What follows belongs to an exercise in optimizing a design on an open flow for small area; a production flow would make more cautious choices.
Function was checked by simulation only, so behaviour that the tests miss may differ from the original.
Power is estimated from default activity; no workload was simulated.

## run A
Design imu_frame_sync, start of the top module:
module imu_frame_sync (
    input  wire         clk,
    input  wire         rst,
    input  wire         in_valid,
    input  wire [7:0]   in_data,
    output wire         in_ready,
    output wire         out_valid,
    input  wire         out_ready,
    output wire [287:0] out_frame,
    output wire [15:0]  status_raw,
    output wire [23:0]  gyro_x_raw,
    output wire [23:0]  gyro_y_raw,
    output wire [23:0]  gyro_z_raw,
    output wire [23:0]  acc_x_raw,
    output wire [23:0]  acc_y_raw,
    output wire [23:0]  acc_z_raw,
    output wire [23:0]  acc_hg_x_raw,
    output wire [15:0]  temp_raw,
    output wire [7:0]   sw_version,
    output wire [7:0]   frame_counter,
    output wire [15:0]  checksum_raw,
    output wire         high_g_sensor_in_all_axes,
    output wire         acc_x_ok,
    output wire         acc_y_ok,
    output wire         acc_z_ok,
    output wire         gyro_x_ok,
    output wire         gyro_y_ok,
    output wire         gyro_z_ok,
    output wire         sync_signal_exists,
    output wire         normal_mode,
    output wire         bit_mode,
    output wire         fault_mode,
    output wire         gyro_ranges_ok,
    output wire [23:0]  gyro_x_s,
    output wire [23:0]  gyro_y_s,
    output wire [23:0]  gyro_z_s,
    output wire [23:0]  acc_x_s,
    output wire [23:0]  acc_y_s,
    output wire [24:0]  acc_z_s,
    output wire [23:0]  acc_hg_x_s,
    output wire [15:0]  temp_tenths,
    output wire         desync_evt,
    output wire [15:0]  desync_count
);
For scale: roughly 870 cells after synthesis, ~300 flip-flops, roughly 13000 um^2 of cells after synthesis.
==> module frame_sync, before the edit <==
module frame_sync (
    input  wire         clk,
    input  wire         rst,
    input  wire         in_valid,
    input  wire [7:0]   in_data,
    output wire         in_ready,
    output wire         out_valid,
    input  wire         out_ready,
    output wire [287:0] out_frame,
    output wire         desync_evt,
    output wire [15:0]  desync_count
);
    localparam [7:0] SOF      = 8'h24;
    localparam [7:0] EOF      = 8'h23;
    localparam [5:0] IDX_1    = 6'b000001;
    localparam [5:0] LAST_IDX = 6'b100101;
    reg [271:0] body_q;        
    reg [5:0]   idx_q;         
    reg         out_valid_q;
    reg [15:0]  desync_count_q;
    reg         desync_evt_q;
    wire accept  = in_valid && !out_valid_q;
    wire hunting = (idx_q == 6'd0);
    wire at_last = (idx_q == LAST_IDX);
    wire [5:0] idx_step = {idx_q[4:0], idx_q[5] ^ idx_q[4]};
    wire do_start = accept && hunting && (in_data == SOF);
    wire do_fill  = accept && !hunting && !at_last;
    wire do_emit  = accept && at_last && (in_data == EOF);
    wire do_drop  = accept && at_last && (in_data != EOF);
    wire do_take  = out_valid_q && out_ready;
    always @(posedge clk) begin
        if (do_fill)
            body_q <= {in_data, body_q[271:8]};
    end
    always @(posedge clk) begin
        if (rst) begin
            idx_q          <= 6'd0;
            out_valid_q    <= 1'b0;
            desync_count_q <= 16'd0;
            desync_evt_q   <= 1'b0;
        end else begin
            desync_evt_q <= do_drop;
            if (do_start)
                idx_q <= IDX_1;
            else if (do_fill)
                idx_q <= idx_step;
            else if (do_emit || do_drop)
                idx_q <= 6'd0;
            if (do_emit)
                out_valid_q <= 1'b1;
            else if (do_take)
                out_valid_q <= 1'b0;
            if (do_drop && desync_count_q != 16'hFFFF)
                desync_count_q <= desync_count_q + 16'd1;
        end
    end
    assign in_ready     = !out_valid_q;
    assign out_valid    = out_valid_q;
    assign out_frame    = {EOF, body_q, SOF};
    assign desync_evt   = desync_evt_q;
    assign desync_count = desync_count_q;
endmodule
==> flow/config.mk <==
export PLATFORM = sky130hd
export DESIGN_NAME = imu_frame_sync
export DESIGN_NICKNAME = imu_frame_sync
export VERILOG_FILES = /design/flow/design.v
export SDC_FILE = /design/flow/constraint.sdc
export NUM_CORES = 4
export LEC_CHECK = 0
export CAP_MARGIN = 20
export CORE_AREA = 5 5 135 135
export DIE_AREA = 0 0 140 140
export SLEW_MARGIN = 20
export BUFFER_PORTS_ARGS = -buffer_cell sky130_fd_sc_hd__buf_1
export PLACE_PINS_ARGS = -min_distance 1 -min_distance_in_tracks
export CTS_ARGS = -sink_clustering_enable -repair_clock_nets -dont_use_dummy_load -buf_list {sky130_fd_sc_hd__clkbuf_8} -sink_clustering_size 20 -sink_clustering_max_diameter 60
export SKIP_REPAIR_TIE_FANOUT = 1
==> flow/constraint.sdc <==
create_clock -name core_clock -period 5.0 [get_ports {clk}]
set_input_delay 1.0000 -clock core_clock [delete_from_list [all_inputs] [get_ports {clk}]]
set_output_delay 1.0000 -clock core_clock [all_outputs]
set_load 0.01 [all_outputs]
standard.sh (not shown) runs the stock make flow with config.mk's settings and CLKGATE_MAP_FILE= SYNTH_SCRIPT=/design/flow/synth_recipe.tcl, a recipe that flattens the netlist after the stock synthesis.
==> flow/flow/run.sh <==
#!/bin/bash
# Standard layout, with these changes: ports are buffered with the smallest
# buffer (buf_1) instead of clkdlybuf4s50_1; pins may sit one track apart so
# the die can be small and the placement compact; CTS uses clkbuf_8 with
# larger sink clusters and no dummy loads. Each ORFS step keeps its own log
# under orfs/logs; make's full output goes to make.log.
set -euo pipefail
cat >> config.mk <<'EOF'
export BUFFER_PORTS_ARGS = -buffer_cell sky130_fd_sc_hd__buf_1
export PLACE_PINS_ARGS = -min_distance 1 -min_distance_in_tracks
export CTS_ARGS = -sink_clustering_enable -repair_clock_nets -dont_use_dummy_load -buf_list {sky130_fd_sc_hd__clkbuf_8} -sink_clustering_size 20 -sink_clustering_max_diameter 60
export SKIP_REPAIR_TIE_FANOUT = 1
EOF
bash standard.sh > make.log 2>&1
What run E does differently from run A at the input level:
==> flow/design.v, changed modules only <==
module frame_sync (
    input  wire         clk,
    input  wire         rst,
    input  wire         in_valid,
    input  wire [7:0]   in_data,
    output wire         in_ready,
    output wire         out_valid,
    input  wire         out_ready,
    output wire [287:0] out_frame,
    output wire         desync_evt,
    output wire [15:0]  desync_count
);
    localparam [7:0] SOF      = 8'h24;
    localparam [7:0] EOF      = 8'h23;
    localparam [5:0] IDX_1    = 6'b000001;
    localparam [5:0] LAST_IDX = 6'b100101;
    reg [271:0] body_q;        
    reg [5:0]   idx_q;         
    reg         out_valid_q;
    reg [15:0]  count_lag_q;     
    reg         desync_evt_q;
    wire accept  = in_valid && !out_valid_q;
    wire hunting = (idx_q == 6'd0);
    wire at_last = (idx_q == LAST_IDX);
    wire [5:0] idx_step = {idx_q[4:0], idx_q[5] ^ idx_q[4]};
    wire do_start = accept && hunting && (in_data == SOF);
    wire do_fill  = accept && !hunting && !at_last;
    wire do_emit  = accept && at_last && (in_data == EOF);
    wire do_drop  = accept && at_last && (in_data != EOF);
    wire do_take  = out_valid_q && out_ready;
    wire [16:0] count_carry;
    wire [15:0] count_now;
    assign count_carry[0] = desync_evt_q & ~(&count_lag_q);
    genvar g;
    generate
        for (g = 0; g < 16; g = g + 1) begin : g_count
            assign count_now[g]     = count_lag_q[g] ^ count_carry[g];
            assign count_carry[g+1] = count_lag_q[g] & count_carry[g];
        end
    endgenerate
    always @(posedge clk) begin
        if (do_fill)
            body_q <= {in_data, body_q[271:8]};
    end
    always @(posedge clk) begin
        if (rst) begin
            idx_q          <= 6'd0;
            out_valid_q    <= 1'b0;
            count_lag_q    <= 16'd0;
            desync_evt_q   <= 1'b0;
        end else begin
            desync_evt_q <= do_drop;
            if (do_start)
                idx_q <= IDX_1;
            else if (do_fill)
                idx_q <= idx_step;
            else if (do_emit || do_drop)
                idx_q <= 6'd0;
            if (do_emit)
                out_valid_q <= 1'b1;
            else if (do_take)
                out_valid_q <= 1'b0;
            count_lag_q <= count_now;
        end
    end
    assign in_ready     = !out_valid_q;
    assign out_valid    = out_valid_q;
    assign out_frame    = {EOF, body_q, SOF};
    assign desync_evt   = desync_evt_q;
    assign desync_count = count_now;
endmodule
[summary]
Run E finished every stage; the final checks, however, were not passed, the failures being setup timing. On cts-stage hold buffer count, run E and run A are basically level. The clock tree cell share of total cell area was comparable across run E and run A. Looking at run E and run A, the count of inverters other than clock inverters in the layout is a wash. Run E against run A: count of unique library cells instantiated by Yosys saw a decrease, utilization saw an increase, sequential share of layout area saw a decrease. Run E vs run A — maximum number of pins on one net before global-route repair dropped 24%. In the metrics for run E and run A, the one carrying the lower via count is run E. Compared with run A, run E shows routed via count divided by cell count that has gone up slightly. In run E relative to run A, via count of the first global-routing pass had gone down slightly. Compared run A against run E; combinational group share of total power within noise. Capture point of the worst path = desync_count[15]: run E; capture point of the worst path = acc_z_s[23]: run A. As far as final hold violation count goes, run A and run E are indistinguishable; the numbers are identical. Max freq run A -> run E: degraded. Run A -> run E: first-pass GRT wire length increased slightly.

-- what the ideal ports hide --
How much do the figures lean on ideal ports? The routed layouts below were timed once more, with nothing changed but the port constraints. Step 1 (the two cells are an assumption about what drives the block):
set clk [get_ports {clk}]
set_driving_cell -lib_cell sky130_fd_sc_hd__clkbuf_16 $clk
set_driving_cell -lib_cell sky130_fd_sc_hd__buf_2 [delete_from_list [all_inputs] $clk]
Step 2 times the ports against the registers' clock, not the clock port: input delays grow and output delays shrink by t, the midpoint of the rising clock arrivals with the driver on. Slacks: no drivers / after step 1 / after step 2; pairs: no drivers / after step 1.
run | t, ns | setup WS [ns] | hold slack, ns | worst setup path after step 2
run A | 0.523 | 1.704 / 1.666 / 1.988 | 0.431 / 0.431 / 0.431 | input to register
run E | 0.538 | -0.164 / -0.205 / 0.333 | 0.452 / 0.452 / 0.452 | register to output
